This is an optimization exercise on Yosys and OpenROAD, whose aim is small area, a short achievable clock period and few clock cycles per item, not a production implementation. Where RTL was checked, it was by simulation tests only, not by an equivalence proof against the original.

## main
// rdm_responder
module rdm_responder (
    input  wire        clk,
    input  wire        rst,            
    input  wire [47:0] own_uid,        
    input  wire        rx_valid,
    input  wire [7:0]  rx_data,
    input  wire        rx_last,
    output reg         rx_ready,
    output reg         tx_valid,
    output reg  [7:0]  tx_data,
    output reg         tx_last,
    output reg         tx_break,
    input  wire        tx_ready,
    output reg         mute_line,
    output reg         mute_evt,
    output reg         identify_line,
    output reg         identify_evt
);
clock: 10.0 ns
lec_check: 0
cap_margin: 20
core_margin: 2
core_utilization: 60
cts_cluster_diameter: 80
cts_cluster_size: 30
place_density: 0.75
slew_margin: 20
standard.sh (not shown) runs the stock make flow with config.mk's settings and CLKGATE_MAP_FILE= SYNTH_SCRIPT=/design/flow/synth_recipe.tcl, a recipe that flattens the netlist after the stock synthesis.
==> flow/flow/run.sh <==
#!/bin/bash
# Standard layout (the standard.sh, unchanged), with timing repair asked
# for SETUP_SLACK_MARGIN ns of extra setup slack at the design's own clock,
# and the port buffers made with the plain buf_1 cell.
set -euo pipefail
cd "$(dirname "$0")/.."
export SETUP_SLACK_MARGIN=7.0
export BUFFER_PORTS_ARGS="-buffer_cell sky130_fd_sc_hd__buf_1"
bash standard.sh finish > flow_make.log 2>&1
Setup changes, main to the feature branch
--- a/flow/design.v
+++ b/flow/design.v
@@ -84,12 +84,13 @@
     reg         r_std;                 
     reg         r_nack;
     reg  [2:0]  r_pd;
     reg  [1:0]  r_rc;                  
     reg  [5:0]  r_end;                 
     reg  [4:0]  dd;                    
+    reg  [7:0]  ob_tx;                 
     reg         hb;                    
     reg         lpd;                   
     reg         sb_v, sb_l, sb_b;
     reg         o_nv;                  
     reg  [7:0]  sb_d;
     wire [7:0]  b      = m_d;
@@ -195,43 +196,43 @@
     end
     wire        std_rep = s_uni & ~q_kdub;
     wire        rep     = q_dubrep | std_rep;
     wire        quiet   = ~rep & ~q_eff;
     wire        disp    = done_pend & (quiet | (~act & (~rep | ~sb_v)));
     wire        start   = disp & rep;
-    reg  [2:0]  tsel;
+    reg  [2:0]  tsel_n;
     always @* begin
         if (r_std) begin
             case (idx[3:0])
-                4'd9:  tsel = 3'd0;
-                4'd10: tsel = 3'd1;
-                4'd11: tsel = 3'd2;
-                4'd12: tsel = 3'd3;
-                4'd13: tsel = 3'd4;
-                default: tsel = 3'd5;
+                4'd8:  tsel_n = 3'd0;
+                4'd9:  tsel_n = 3'd1;
+                4'd10: tsel_n = 3'd2;
+                4'd11: tsel_n = 3'd3;
+                4'd12: tsel_n = 3'd4;
+                default: tsel_n = 3'd5;
             endcase
         end else begin
             case (idx[4:0])
-                5'd8, 5'd9:   tsel = 3'd0;
-                5'd10, 5'd11: tsel = 3'd1;
-                5'd12, 5'd13: tsel = 3'd2;
-                5'd14, 5'd15: tsel = 3'd3;
-                5'd16, 5'd17: tsel = 3'd4;
-                default:      tsel = 3'd5;
+                5'd7, 5'd8:   tsel_n = 3'd0;
+                5'd9, 5'd10:  tsel_n = 3'd1;
+                5'd11, 5'd12: tsel_n = 3'd2;
+                5'd13, 5'd14: tsel_n = 3'd3;
+                5'd15, 5'd16: tsel_n = 3'd4;
+                default:      tsel_n = 3'd5;
             endcase
         end
     end
-    reg  [7:0]  own_tx;
+    reg  [7:0]  own_tx_n;
     always @* begin
-        case (tsel)
-            3'd0: own_tx = own_uid[47:40];
-            3'd1: own_tx = own_uid[39:32];
-            3'd2: own_tx = own_uid[31:24];
-            3'd3: own_tx = own_uid[23:16];
-            3'd4: own_tx = own_uid[15:8];
-            default: own_tx = own_uid[7:0];
+        case (tsel_n)
+            3'd0: own_tx_n = own_uid[47:40];
+            3'd1: own_tx_n = own_uid[39:32];
+            3'd2: own_tx_n = own_uid[31:24];
+            3'd3: own_tx_n = own_uid[23:16];
+            3'd4: own_tx_n = own_uid[15:8];
+            default: own_tx_n = own_uid[7:0];
         endcase
     end
     wire [7:0]  tap31   = bank ? ring1[255:248] : ring0[255:248];
     wire [7:0]  tap15   = bank ? ring1[127:120] : ring0[127:120];
     wire [7:0]  lab_b   = dd[4] ? tap15 : tap31;
     reg  [7:0]  pd_b;
@@ -292,13 +293,13 @@
                 5'd3:  nb = f_src0;
                 5'd4:  nb = f_src1;
                 5'd5:  nb = f_src2;
                 5'd6:  nb = f_src3;
                 5'd7:  nb = f_src4;
                 5'd8:  nb = f_src5;
-                5'd9, 5'd10, 5'd11, 5'd12, 5'd13, 5'd14: nb = own_tx;
+                5'd9, 5'd10, 5'd11, 5'd12, 5'd13, 5'd14: nb = ob_tx;
                 5'd15: nb = f_tn;
                 5'd16: nb = {6'd0, r_nack, 1'b0};
                 5'd17: nb = 8'h00;
                 5'd18: nb = f_sd0;
                 5'd19: nb = f_sd1;
                 5'd20: nb = inc8(f_cc);
@@ -309,13 +310,13 @@
         end else begin
             if (~ge8c({2'b00, idx}, 8'd7))
                 nb = 8'hFE;
             else if (idx == 6'd7)
                 nb = 8'hAA;
             else if (~ge8c({2'b00, idx}, 8'd20))
-                nb = own_tx | (idx[0] ? 8'h55 : 8'hAA);
+                nb = ob_tx | (idx[0] ? 8'h55 : 8'hAA);
             else if (~ge8c({2'b00, idx}, 8'd22))
                 nb = {2'b00, t_hi} | (idx[0] ? 8'h55 : 8'hAA);
             else
                 nb = tL | (idx[0] ? 8'h55 : 8'hAA);
         end
     end
@@ -448,12 +449,13 @@
             end else
             begin
                 dd   <= dd + 5'd1;
                 r_al <= (dd[3:0] == 4'd15);
             end
         end
+        if (ld) ob_tx <= own_tx_n;
         if (start)
             lead <= c ? (m_l ? 6'd1 : lead_s1) : lead_s0;
         else if (c & m_l)
             lead <= ld ? idx_i : idx;
         else if (ld & ~c)
             lead <= lead_i;
Notes after the runs:
- Between main and the feature branch, clock period minus final worst setup slack decreased.
- Compared with main, the feature branch ends up with a smaller final cell area.
- Per the comparison of the feature branch with main, number of logic inverters in the finished layout now larger, routed wire length now smaller.
- main → the feature branch: number of DRC markers after the initial detailed-route iteration saw a decrease; post-cts resize count saw a decrease; layout overhead on the synthesized area saw a decrease; die area saw little to no change.
- The maximum frequency of main and that of the feature branch are within noise of each other.
- Relative to main, setup slack increased by 0.0042 ns in the feature branch.
- Summary of the feature branch over main: total number of vias decreased by 824 relative to the old numbers; number of ordinary and repair buffers in the finished layout decreased by 70 relative to the old numbers; synthesized area closely matched the old numbers.
- Higher worst slack on hold paths goes to main over the feature branch.
Testbench counts of the feature branch, summed over its fixed seeds: cycles 39,462, requests 1,280.
The RTL of main was laid out without a check of its function.

## static timing again, ports no longer ideal
No port has a modelled driver above. Below, the same layouts with a new extraction and two added sets of constraints.
Step 1, drivers: a clkbuf_16 drives clk and a buf_2 each remaining input, both assumed.
Step 2 times the ports against the registers' clock, not the clock port: input delays grow and output delays shrink by t, the midpoint of the rising clock arrivals with the driver on.
Slacks: ideal / step 1 / step 2; pairs: ideal / step 1.
| run | t, ns | setup slack, ns | worst setup path at the end | slew at the worst register clock pin (ns) | worst slew at a driven data input, ns |
|---|---|---|---|---|---|
| main | 0.651 | 6.759 / 6.699 / 6.205 | input to register | 0.11 / 0.11 | 0.06 |
| the feature branch | 0.647 | 6.763 / 6.702 / 6.593 | input to register | 0.11 / 0.11 | 0.05 |
After both steps every run listed still meets setup and hold. For main, which loses most, drivers alone change the setup slack by -0.060 ns; drivers and shift together by -0.554 ns.
